Context: an optimization exercise on an open-source flow, tuned for small area. The choices shown serve that exercise and are no tape-out recipe.
Only simulation tests tie the RTL to the original design; equivalence was not proved.
Power is estimated from default activity; no workload was simulated.

## led_can_node
module led_can_node #(
    parameter NUM_LEDS = 16
) (
    input  wire        clk,
    input  wire        rst,
    input  wire        init,
    input  wire [15:0] cfg_period_ticks,
    input  wire [15:0] cfg_one_duty,
    input  wire [15:0] cfg_zero_duty,
    input  wire [15:0] cfg_reset_periods,
    input  wire [7:0]  cfg_node_id,
    input  wire [31:0] now,
    input  wire        periodic,
    input  wire        rx_valid,
    output wire        rx_ready,
    input  wire        rx_ide,
    input  wire        rx_rtr,
    input  wire [28:0] rx_id,
    input  wire [3:0]  rx_dlc,
    input  wire [63:0] rx_data,
    output wire        tx_valid,
    input  wire        tx_ready,
    output wire [28:0] tx_id,
    output wire [15:0] tx_data,
    input  wire [3:0]  gpio_in,
    output reg  [3:0]  gpio_out,
    output wire [1:0]  led_out,
    output wire        fatal
);
==> flow/config.mk <==
export PLATFORM = sky130hd
export DESIGN_NAME = led_can_node
export DESIGN_NICKNAME = led_can_node
export VERILOG_FILES = /design/flow/design.v
export SDC_FILE = /design/flow/constraint.sdc
export NUM_CORES = 4
export LEC_CHECK = 0
export CAP_MARGIN = 20
export CORE_MARGIN = 2
export CORE_UTILIZATION = 40
export SLEW_MARGIN = 20
==> flow/constraint.sdc <==
create_clock -name core_clock -period 10.0 [get_ports {clk}]
set_input_delay 2.0000 -clock core_clock [delete_from_list [all_inputs] [get_ports {clk}]]
set_output_delay 2.0000 -clock core_clock [all_outputs]
set_load 0.01 [all_outputs]
standard.sh (not shown) runs the stock make flow with config.mk's settings and CLKGATE_MAP_FILE= SYNTH_SCRIPT=/design/flow/synth_recipe.tcl, a recipe that flattens the netlist after the stock synthesis.
==> flow/flow/run.sh <==
#!/bin/bash
# The standard layout (the standard.sh), with: the smallest buffer cell on
# the ports, a clock tree of mid-size buffers without dummy loads, and the
# constant outputs tied by one tie cell.
set -euo pipefail
export BUFFER_PORTS_ARGS="-buffer_cell sky130_fd_sc_hd__buf_1"
export CTS_ARGS="-sink_clustering_enable -repair_clock_nets -buf_list {sky130_fd_sc_hd__clkbuf_8} -sink_clustering_size 14 -sink_clustering_max_diameter 100 -dont_use_dummy_load"
export SKIP_REPAIR_TIE_FANOUT=1
export RECOVER_POWER=100
bash standard.sh > standard.log 2>&1
The first run finished with max-capacitance violations, max-slew violations left.
==> next run, changes <==
--- a/flow/flow/run.sh
+++ b/flow/flow/run.sh
@@ -2,3 +2,2 @@
-# The standard layout (the standard.sh), with: the smallest buffer cell on
-# the ports, a clock tree of mid-size buffers without dummy loads, and the
-# constant outputs tied by one tie cell.
+# The standard layout, with the smallest buffer cell on the ports and a
+# clock tree of mid-size buffers without dummy loads.
@@ -9 +7,0 @@
-export RECOVER_POWER=100
Outcome: The new run completed with no timing, DRC or antenna violations; area after synthesis is unchanged; die area is unchanged; routed wire length stays flat; final cell count stays the same.
==> next run, changes <==
--- a/flow/flow/run.sh
+++ b/flow/flow/run.sh
@@ -7 +7 @@
-export SKIP_REPAIR_TIE_FANOUT=1
+
What happened: The changed run completed without violations; clock power stays flat; routed wire length drops by 1.4%; fmax came out lower by 1.2%; total power decreases by 0.40%; non-clock buffer count climbs by 1; core utilization went up by 0.23 points; die area does not change; clock skew is higher by 39 ps; critical path depth falls by 2; final cell count came out higher by 1.2%; combinational power stays flat.
==> next run, changes <==
==> flow/flow/run.sh (replaced) <==
#!/bin/bash
# The standard layout (standard.sh), with:
# - synthesis mapped by abc for area (flow/synth.tcl, flow/area.script);
# - the smallest buffer cell on the ports;
# - a clock tree of mid-size buffers without dummy loads;
# - the constant outputs tied by one tie cell.
# make's output goes to standard.log; ORFS keeps each step's log in orfs/logs.
set -euo pipefail
export BUFFER_PORTS_ARGS="-buffer_cell sky130_fd_sc_hd__buf_1"
export CTS_ARGS="-sink_clustering_enable -repair_clock_nets -buf_list {sky130_fd_sc_hd__clkbuf_8} -sink_clustering_size 16 -sink_clustering_max_diameter 100 -dont_use_dummy_load"
export SKIP_REPAIR_TIE_FANOUT=1
bash standard.sh SYNTH_SCRIPT="$PWD/flow/synth.tcl" finish > standard.log 2>&1
==> flow/flow/area.script (new file) <==
&get -n
&st
&dch -f
&nf -R 1000 -a -p -F 8 -A 4
&put
==> flow/flow/synth.tcl (new file) <==
# The standard synthesis (synth_recipe.tcl in the work folder), with one
# change: abc maps the logic with an area-oriented script (flow/area.script)
# instead of ORFS's delay-oriented one. Registers are mapped before abc, so
# they are the standard synthesis's, by name, count and cell type.
set ::area_script [file join [file dirname [file normalize [info script]]] area.script]
proc abc {args} {
  set i [lsearch -exact $args -script]
  if { $i >= 0 } {
    set args [lreplace $args [expr {$i + 1}] [expr {$i + 1}] $::area_script]
  }
  yosys abc {*}$args
}
source [file join [file dirname [file dirname [file normalize [info script]]]] synth_recipe.tcl]
Outcome: The new run passed the timing, DRC and antenna checks. Clock-buffer cell count drops by 2. Final cell count drops by 8.3%. Area after synthesis drops by 8.2%. Cell area drops by 7.4%.
==> next run, changes <==
==> flow/flow/run.sh (replaced) <==
#!/bin/bash
# The standard layout (the standard.sh), with: the smallest buffer cell on
# the ports, a clock tree of mid-size buffers without dummy loads, and the
# constant outputs tied by one tie cell; gates sized down before routing.
set -euo pipefail
export BUFFER_PORTS_ARGS="-buffer_cell sky130_fd_sc_hd__buf_1"
export CTS_ARGS="-sink_clustering_enable -repair_clock_nets -buf_list {sky130_fd_sc_hd__clkbuf_8} -sink_clustering_size 16 -sink_clustering_max_diameter 100 -dont_use_dummy_load"
export SKIP_REPAIR_TIE_FANOUT=1
export PRE_GLOBAL_ROUTE_TCL="$PWD/flow/pre_grt.tcl"
bash standard.sh > standard.log 2>&1
==> flow/flow/pre_grt.tcl (new file) <==
# Before global routing: size down gates on paths with slack to spare; the
# repair_design that follows fixes any slew or capacitance this breaks.
set_propagated_clock [all_clocks]
estimate_parasitics -placement
repair_timing -recover_power 100 -verbose
detailed_placement
removed: flow/flow/area.script
removed: flow/flow/synth.tcl
What happened: The changed run passed the timing, DRC and antenna checks. Power drops by 4.2%. Sequential cell count does not change. Via count climbs by 8.8%. Maximum frequency climbs by 19%. Hold slack barely changes. Utilization drops by 0.40 points. Design area climbs by 7.6%. Setup slack gets better by 1300 ps. Non-clock buffer count climbs by 6. Global-route usage climbs by 0.74 points.
==> next run, changes <==
--- a/flow/flow/run.sh
+++ b/flow/flow/run.sh
@@ -4 +4 @@
-# constant outputs tied by one tie cell; gates sized down before routing.
+# constant outputs tied by one tie cell.
@@ -9 +8,0 @@
-export PRE_GLOBAL_ROUTE_TCL="$PWD/flow/pre_grt.tcl"
removed: flow/flow/pre_grt.tcl
Design area drops slightly.
Wire length barely changes.
Core utilization went down by 0.16 points.
Clock-buffer cell count is unchanged.
Non-clock buffer count came out lower by 6.
Hold slack gets worse by 3.8 ps.
Maximum frequency is lower slightly.
Clock power barely changes.

---

run D:
Another version of the RTL of led_can_node (not shown whole).
Size in the first run: ~1400 cells after synthesis, roughly 310 flip-flops, about 16000 µm² of cells after synthesis.
## led_can_node
module led_can_node #(
    parameter NUM_LEDS = 16
) (
    input  wire        clk,
    input  wire        rst,
    input  wire        init,
    input  wire [15:0] cfg_period_ticks,
    input  wire [15:0] cfg_one_duty,
    input  wire [15:0] cfg_zero_duty,
    input  wire [15:0] cfg_reset_periods,
    input  wire [7:0]  cfg_node_id,
    input  wire [31:0] now,
    input  wire        periodic,
    input  wire        rx_valid,
    output wire        rx_ready,
    input  wire        rx_ide,
    input  wire        rx_rtr,
    input  wire [28:0] rx_id,
    input  wire [3:0]  rx_dlc,
    input  wire [63:0] rx_data,
    output wire        tx_valid,
    input  wire        tx_ready,
    output wire [28:0] tx_id,
    output wire [15:0] tx_data,
    input  wire [3:0]  gpio_in,
    output reg  [3:0]  gpio_out,
    output wire [1:0]  led_out,
    output wire        fatal
);
Settings: LEC_CHECK=0, CAP_MARGIN=20, CORE_MARGIN=2, CORE_UTILIZATION=40, SLEW_MARGIN=20; clock period 10.0 ns.
==> flow/flow/run.sh <==
#!/bin/bash
# The standard layout (standard.sh), with:
# - synthesis mapped by abc for area (flow/synth.tcl, flow/area.script);
# - the smallest buffer cell on the ports;
# - a clock tree of mid-size buffers without dummy loads;
# - the constant outputs tied by one tie cell.
# make's output goes to standard.log; ORFS keeps each step's log in orfs/logs.
set -euo pipefail
export BUFFER_PORTS_ARGS="-buffer_cell sky130_fd_sc_hd__buf_1"
export CTS_ARGS="-sink_clustering_enable -repair_clock_nets -buf_list {sky130_fd_sc_hd__clkbuf_8} -sink_clustering_size 16 -sink_clustering_max_diameter 100 -dont_use_dummy_load"
export SKIP_REPAIR_TIE_FANOUT=1
bash standard.sh SYNTH_SCRIPT="$PWD/flow/synth.tcl" finish > standard.log 2>&1
==> flow/flow/area.script <==
&get -n
&st
&dch -f
&nf -R 1000 -a -p -F 8 -A 4
&put
==> flow/flow/synth.tcl <==
# The standard synthesis (synth_recipe.tcl in the work folder), with one
# change: abc maps the logic with an area-oriented script (flow/area.script)
# instead of ORFS's delay-oriented one. Registers are mapped before abc, so
# they are the standard synthesis's, by name, count and cell type.
set ::area_script [file join [file dirname [file normalize [info script]]] area.script]
proc abc {args} {
  set i [lsearch -exact $args -script]
  if { $i >= 0 } {
    set args [lreplace $args [expr {$i + 1}] [expr {$i + 1}] $::area_script]
  }
  yosys abc {*}$args
}
source [file join [file dirname [file dirname [file normalize [info script]]]] synth_recipe.tcl]
diff inputs: run D => run C
# run D
export LEC_CHECK = 0
export CAP_MARGIN = 20
export CORE_MARGIN = 2
export CORE_UTILIZATION = 40
export SLEW_MARGIN = 20
create_clock -name core_clock -period 10.0 [get_ports {clk}]
# run C
export LEC_CHECK = 0
export CAP_MARGIN = 20
export CORE_MARGIN = 2
export CORE_UTILIZATION = 60
export SLEW_MARGIN = 20
create_clock -name core_clock -period 10.0 [get_ports {clk}]
==> flow/flow/area.script <==
&get -n
&st
&dch -f
&nf -R 1000 -a -p -F 8 -A 4 -C 32
&put
[summary]
- In run C the sum of routed wire length over all layers turned out 9.5% lower than in run D.
- Diff run D -> run C: worst hold slack went down; share of cell area taken by muxes after synthesis went up.

==> afterwards: timing with drivers on the ports <==
The results above use ideal ports. As a check the final layouts listed here were re-extracted and re-timed, cells and wires unchanged.
Step 1 sets driving cells, clkbuf_16 on the clock port and buf_2 on the other inputs (assumed; they add their load-dependent delay and slew).
Step 2 adds t to the input delays and takes it off the output delays; t is the mean of the earliest and latest rising clock arrival at the registers after step 1. Input paths then give back, and output paths get back, about the clock's delay inside the block.
Slacks: ideal ports / drivers / drivers and shift; pairs: ideal ports / drivers.
run	t, ns	slack for setup (ns)	hold slack, ns	worst setup path after step 2
the first run of note 1	0.649	2.265 / 2.265 / 2.265	0.479 / 0.479 / 0.479	register to register
the second run of note 1	0.649	3.262 / 3.262 / 3.119	0.480 / 0.480 / 0.480	input to register
the third run of note 1	0.656	3.180 / 3.180 / 3.121	0.471 / 0.471 / 0.471	input to register
the fourth run of note 1	0.629	2.053 / 2.053 / 1.560	0.482 / 0.482 / 0.482	input to register
the fifth run of note 1	0.636	3.330 / 3.330 / 3.155	0.483 / 0.483 / 0.483	input to register
the sixth run of note 1	0.635	3.305 / 3.305 / 3.140	0.479 / 0.479 / 0.479	input to register
run D	0.625	1.919 / 1.919 / 1.576	0.477 / 0.477 / 0.477	input to register
run C	0.589	1.940 / 1.940 / 1.432	0.468 / 0.468 / 0.468	input to register
The setup slack of run C, which loses most, moves by 0.000 ns with the drivers and by -0.508 ns with both steps.
